Source: an optimization exercise on an open RTL-to-GDS flow (aim: small area). Production flows keep margins and buffers that such runs may drop.
For this run, only the layout was checked, not whether the RTL still works.

===== flow/design.v =====
module stepper_core (
    input  wire        clk,
    input  wire        rst,           
    input  wire [34:0] cfg,           
    input  wire        tick,          
    input  wire        cmd_valid,
    input  wire [35:0] cmd_word,      
    output wire        cmd_ready,
    output reg         done,
    output reg  [31:0] done_result,
    output reg         write4,
    output wire [43:0] duty,          
    output wire [31:0] pin_id,
    output reg         cfg_out,
    output wire [7:0]  status         
);
    localparam integer DUTY_MAX    = 1023;
    localparam integer DUTY_W      = 11;
    localparam [31:0]  SPEED_RESET = 32'd1000;
    localparam [1:0] PH_IDLE = 2'd0;
    localparam [1:0] PH_EMIT = 2'd1;
    localparam [1:0] PH_WAIT = 2'd2;
    localparam [1:0] PH_HALT = 2'd3;
    localparam [3:0] OP_STEP      = 4'h1;
    localparam [3:0] OP_SET_SPEED = 4'h2;
    localparam [3:0] OP_GET_SPEED = 4'h3;
    localparam [3:0] E_ILLEGAL_OP = 4'd1;
    localparam [3:0] E_MODE       = 4'd2;
    localparam [3:0] E_SPEED      = 4'd3;
    reg [7:0]        pin_r [0:3];
    reg [2:0]        mode;
    reg [31:0]       speed;
    reg [5:0]        pos;
    reg [DUTY_W-1:0] duty_r [0:3];
    reg              cfg_err;
    reg              fault;
    reg [3:0]        fault_cause;
    reg [1:0]        phase;
    reg [31:0]       rem;
    reg [5:0]        j;
    reg              dir;
    reg [31:0]       dly;
    reg [31:0]       tmr;
    wire [4:0] stride    = 5'd16 >> mode;           
    wire [6:0] sweep_len = 7'd4 << mode;            
    wire [2:0] cfg_mode     = cfg[34:32];
    wire [4:0] cfg_stride   = 5'd16 >> cfg_mode;
    wire       cfg_mode_bad = (cfg_mode > 3'd4);
    function [15:0] phase_rom;
        input [3:0] p;
        begin
            case (p)
                4'd0:  phase_rom = 16'hFF00;
                4'd1:  phase_rom = 16'hFE19;
                4'd2:  phase_rom = 16'hFA32;
                4'd3:  phase_rom = 16'hF44A;
                4'd4:  phase_rom = 16'hEC62;
                4'd5:  phase_rom = 16'hE178;
                4'd6:  phase_rom = 16'hD48E;
                4'd7:  phase_rom = 16'hC5A2;
                4'd8:  phase_rom = 16'hB4B4;
                4'd9:  phase_rom = 16'hA2C5;
                4'd10: phase_rom = 16'h8ED4;
                4'd11: phase_rom = 16'h78E1;
                4'd12: phase_rom = 16'h62EC;
                4'd13: phase_rom = 16'h4AF4;
                4'd14: phase_rom = 16'h32FA;
                default: phase_rom = 16'h19FE;
            endcase
        end
    endfunction
    function [DUTY_W-1:0] scale;
        input [7:0] b;
        reg [18:0] prod;
        begin
            prod  = {11'd0, b} * (DUTY_MAX + 1);
            scale = prod / 19'd255;
        end
    endfunction
    wire [5:0]  next_i = dir ? (pos - {1'b0, stride}) : (pos + {1'b0, stride});
    wire [3:0]  pat    = next_i[3:0];
    wire [1:0]  offs   = next_i[5:4];
    wire [15:0] entry  = phase_rom(pat);
    wire [31:0] w0     = {entry, 16'd0};
    wire [31:0] w1     = w0 >> (8 * offs);
    wire [31:0] word   = (offs == 2'd3) ? (w1 | (w0 << 8)) : w1;
    wire [DUTY_W-1:0] lane_duty [0:3];
    genvar k;
    generate
        for (k = 0; k < 4; k = k + 1) begin : g_lane
            assign lane_duty[k] = scale(word[8*k+7 : 8*k]);
            assign duty[DUTY_W*k + DUTY_W-1 : DUTY_W*k] = duty_r[k];
            assign pin_id[8*k+7 : 8*k] = pin_r[k];
        end
    endgenerate
    wire [3:0]  op       = cmd_word[35:32];
    wire [31:0] arg      = cmd_word[31:0];
    wire        accept   = cmd_valid && (phase == PH_IDLE);
    wire [31:0] count_mag = arg[31] ? (~arg + 32'd1) : arg;
    assign cmd_ready = (phase == PH_IDLE);
    assign status    = {fault_cause, 1'b0, fault, cfg_err,
                        (phase == PH_EMIT) || (phase == PH_WAIT)};
    integer n;
    always @(posedge clk) begin
        if (rst) begin
            for (n = 0; n < 4; n = n + 1) begin
                pin_r[n]  <= cfg[8*n +: 8];
                duty_r[n] <= {DUTY_W{1'b0}};
            end
            mode        <= cfg_mode;
            speed       <= SPEED_RESET;
            pos         <= cfg_mode_bad ? 6'd0 : (6'd0 - {1'b0, cfg_stride});
            cfg_err     <= cfg_mode_bad;
            fault       <= 1'b0;
            fault_cause <= 4'd0;
            phase       <= PH_IDLE;
            rem         <= 32'd0;
            j           <= 6'd0;
            dir         <= 1'b0;
            dly         <= 32'd0;
            tmr         <= 32'd0;
            done        <= 1'b0;
            done_result <= 32'd0;
            write4      <= 1'b0;
            cfg_out     <= 1'b1;
        end else begin
            done    <= 1'b0;
            write4  <= 1'b0;
            cfg_out <= 1'b0;
            case (phase)
                PH_IDLE: begin
                    if (accept) begin
                        case (op)
                            OP_STEP: begin
                                if (cfg_err) begin
                                    fault       <= 1'b1;
                                    fault_cause <= E_MODE;
                                    phase       <= PH_HALT;
                                end else if (arg == 32'd0) begin
                                    done        <= 1'b1;
                                    done_result <= 32'd0;
                                end else if ($signed(speed) <= 0) begin
                                    fault       <= 1'b1;
                                    fault_cause <= E_SPEED;
                                    phase       <= PH_HALT;
                                end else begin
                                    dir   <= arg[31];
                                    rem   <= count_mag;
                                    j     <= 6'd0;
                                    dly   <= speed >> mode;
                                    phase <= PH_EMIT;
                                end
                            end
                            OP_SET_SPEED: begin
                                speed       <= arg;
                                done        <= 1'b1;
                                done_result <= 32'd0;
                            end
                            OP_GET_SPEED: begin
                                done        <= 1'b1;
                                done_result <= speed;
                            end
                            default: begin
                                fault       <= 1'b1;
                                fault_cause <= E_ILLEGAL_OP;
                                phase       <= PH_HALT;
                            end
                        endcase
                    end
                end
                PH_EMIT: begin
                    for (n = 0; n < 4; n = n + 1)
                        duty_r[n] <= lane_duty[n];
                    write4 <= 1'b1;
                    pos    <= next_i;
                    tmr    <= dly;
                    phase  <= PH_WAIT;
                end
                PH_WAIT: begin
                    if (tmr == 32'd0) begin
                        if ({1'b0, j} + 7'd1 == sweep_len) begin
                            j <= 6'd0;
                            if (rem == 32'd1) begin
                                rem         <= 32'd0;
                                phase       <= PH_IDLE;
                                done        <= 1'b1;
                                done_result <= 32'd0;
                            end else begin
                                rem   <= rem - 32'd1;
                                phase <= PH_EMIT;
                            end
                        end else begin
                            j     <= j + 6'd1;
                            phase <= PH_EMIT;
                        end
                    end else if (tick) begin
                        tmr <= tmr - 32'd1;
                    end
                end
                default: ;  
            endcase
        end
    end
endmodule

===== flow/run.sh =====
#!/bin/bash
# synth_recipe.tcl (not shown) runs the flow's synth.tcl, then flattens the netlist and writes it again
# the make line also repeats each setting of config.mk as NAME=value (left out here)
make -C /OpenROAD-flow-scripts/flow DESIGN_CONFIG=/design/flow/config.mk WORK_HOME=/design/flow/orfs CLKGATE_MAP_FILE= SYNTH_SCRIPT=/design/flow/synth_recipe.tcl finish

===== flow/config.mk =====
export PLATFORM = sky130hd
export DESIGN_NAME = stepper_core
export DESIGN_NICKNAME = stepper_core
export VERILOG_FILES = /design/flow/design.v
export SDC_FILE = /design/flow/constraint.sdc
export NUM_CORES = 4
export LEC_CHECK = 0
export CAP_MARGIN = 20
export CORE_MARGIN = 2
export CORE_UTILIZATION = 40
export SLEW_MARGIN = 20

===== flow/constraint.sdc =====
create_clock -name core_clock -period 20.0 [get_ports {clk}]
set_input_delay 4.0000 -clock core_clock [delete_from_list [all_inputs] [get_ports {clk}]]
set_output_delay 4.0000 -clock core_clock [all_outputs]
set_load 0.01 [all_outputs]

==> notes.md <==
Routed Antenna Nets=0; number of enable flip-flop cells after synthesis=42; clock skew=31.5 ps; Die Span X=231 um; crit-path most repeated cell=ha_1; hold crit path type=flip-flop to flip-flop; vias in the first global route=19,600; xor/xnor cell area share of the yosys netlist=0.0375; Synth Area in Simple Gates=0.261; CP top delay family=simple AND/OR/NAND/NOR gates; hold buffers post-CTS=0; RSZ-0062 raised after global routing=false; CORE AREA=51,100 um2; critical path peak fanout=31; clock latency on the worst-skew pair=570 ps; initial core utilization=0.402; register area=5650 um2; die area=53,200 um2; Tcrit/Tclk final=0.613; flops & latches, synth=261; remaining global-route overflow=0; combined area of the multi-input logic cells=14,000 um2; port buffer count=191; min Tclk post-route=12,270 ps; worst slew pin tran=984 ps; Synth Area in Compound Gates=0.279; Slew Limit Fails=0; die extent in y=231 um; largest net degree at the start of global routing=88; Placer Congestion=0.918; Routed Wire Length=67,000 um; DRT Pass-1 Iters=5; HPWL reported at the end of detailed placement=49,100 um; Distinct cells, synth=128; synth warn=3; CTS resizes=0; CP Launch Type=flip-flop; Site Rows=83; fillers=5,134; CTS Buf Count=34; max cap viols=0; first-pass GRT wire length=106,000 um; buffer and inverter count on the worst path=6; layout cell share with drive strength beyond 1=0.0699; Longest Clk Path Bufs=3; vias per inst=5.99; CTS tree=yes; Boundary Pins=195; detailed-route via count=21,000; Post-Synth Adder-Cell Area=0.0368; Initial DRC Count=1,513; WL per Instance=19.1 um; initial antenna violation count=2; main combinational cell family by area after synthesis=compound AO/OA/AOI/OAI gates; worst path required time=20,420 ps; H-tree depth=2; mux cell area share after synthesis=0.0613; setup violators final=0; CTS root buf=clkbuf_16; Worst-path clk slew=60 ps; Critical Path Max Stage Delay=930 ps; Most used DFF post-synth=dfxtp_1; all-layer global routing usage=0.242; DRC=0; Gate Count Post-Synth=2,714; status=complete, no violations; CP endpoint kind=flip-flop; relative slew slack=0.341; WP data arrival=12,690 ps; sequential area share after synthesis=0.275; Final Hold Viols=0; post-synthesis average cell area=7.58 um2; Post-Route Setup TNS=0 ps; asr flop ratio synth=0; Sink Count=261; slowest CP cell=xnor2_2; Syn Std Cell Area=20,600 um2; Area Overhead vs Synth=16.7%; Nets=2,941; WS Path Type=flip-flop to flip-flop; max frequency=81.5 MHz; buffer count from post-CTS setup fixing=0
-- worst paths after layout --
kind	start	to	slack (ps)	depth (start not counted)
worst max-delay path	mode[1]	duty_r[2][0]	7730	45
worst min-delay path	fault	fault	450	2
worst max register to register	mode[1]	duty_r[2][0]	7730	45
worst min register to register	fault	fault	450	2
-- layout make-up --
type / instances / area share
multi-input combinational: 2211 / 0.582
antenna: 2 / 0.000208
tap: 680 / 0.0354
inverter: 84 / 0.0131
sequential: 261 / 0.235
timing repair buffer: 215 / 0.0873
clock inverter: 20 / 0.00891
clock buffer: 41 / 0.0378
-- cells in the final DEF (no fill, tap or decap), drive strengths merged, types with 19 or more instances in the layout --
cell type | Yosys | routed
a211oi | 83 | 83
a21o | 22 | 22
a21oi | 220 | 220
a22oi | 28 | 28
a31oi | 28 | 28
and2 | 31 | 31
and3 | 19 | 19
buf | 50 | 24
clkbuf | 113 | 42
clkdlybuf4s50 | 0 | 190
dfxtp | 219 | 219
edfxtp | 42 | 42
ha | 58 | 58
inv | 84 | 89
mux2i | 100 | 100
nand2 | 337 | 337
nand2b | 39 | 39
nand3 | 104 | 104
nand4 | 34 | 34
nor2 | 281 | 281
nor3 | 81 | 81
nor4 | 38 | 38
o211ai | 22 | 22
o21a | 19 | 19
o21ai | 172 | 172
o22ai | 39 | 39
o31ai | 26 | 26
or3 | 39 | 39
xnor2 | 29 | 29
xor2 | 48 | 48
-- logic make-up (layout without fill, tap and decap cells) --
group,Yosys count,count (layout)
AO/OA/AOI/OAI,841,841
AND/OR/NAND/NOR,1108,1108
buffers and inverters,247,360
multiplexers,117,117
other,2,9
XOR/XNOR,78,78
flip-flops,261,261
adder cells (fa/ha/maj),60,60
-- sequential cells by signal, summed over array words and instances, names as in the netlist, 3 cells and up --
register and cells:
dly 32, done_result 32, duty_r 44, j 6
mode 3, pin_r 32, pos 6, rem 32
speed 32, tmr 32
-- synthesized netlist by cell type (20+ instances only) --
master	n	area (um2)
dfxtp_1	219	4380
xor2_1	47	412
or3_1	38	238
nor3_1	78	390
clkbuf_1	112	420
o31ai_1	26	195
o22ai_1	37	231
a22oi_1	28	210
o211ai_1	21	158
nor2_1	279	1050
nand4_1	34	213
o21ai_0	152	761
edfxtp_1	42	1260
nor4_1	37	231
and2_1	30	188
ha_1	58	726
inv_1	78	293
xnor2_1	23	201
a211oi_1	81	608
mux2i_1	100	1000
a31oi_1	25	156
nand3_1	101	505
a21oi_1	212	1060
nand2_1	337	1260
nand2b_1	39	244
a21o_1	20	150
-- worst min-delay path: stages (launching register included) --
cell     delay, ps
dfxtp_1        300
inv_1           50
a21oi_1         50
-- routing by layer --
metal / GRT usage / share of wire
met1: 0.315 / 0.44
met2: 0.411 / 0.48
met4: 0.0857 / 0.033
met5: 0 / 0
met3: 0.0313 / 0.048
-- per-stage QoR --
stage	utilization	worst slack [ps]	cell area (um2)	hold slack, ps	instances
floorplan	-	9580	20600	426	2719
global placement	0.447	8430	22900	435	3451
detailed placement	0.448	8060	22900	445	3451
CTS	0.470	8030	24000	453	3512
global route	0.470	6810	24000	462	3514
finish	0.470	7730	24000	447	3514

-- re-timing with driven ports --
In the flow no input, the clock included, has a driving cell. The finished layout below was timed again as built, in two steps. Step 1: set_driving_cell puts a clkbuf_16 on clk and a buf_2 on each other input, an assumption about the parent block. Step 2 adds t to the input delays and takes it off the output delays; t is the mean of the earliest and latest rising clock arrival at the registers after step 1. Input paths then give back, and output paths get back, about the clock's delay inside the block. Slacks: no drivers / after step 1 / after step 2; pairs: no drivers / after step 1.
t, ns: 0.619
slack for setup (ns): 7.730 / 7.730 / 7.730
worst register clock-pin slew, ns: 0.07 / 0.07
After both steps this run still meets setup and hold. For this run, drivers alone change the setup slack by 0.000 ns; drivers and shift together by 0.000 ns.
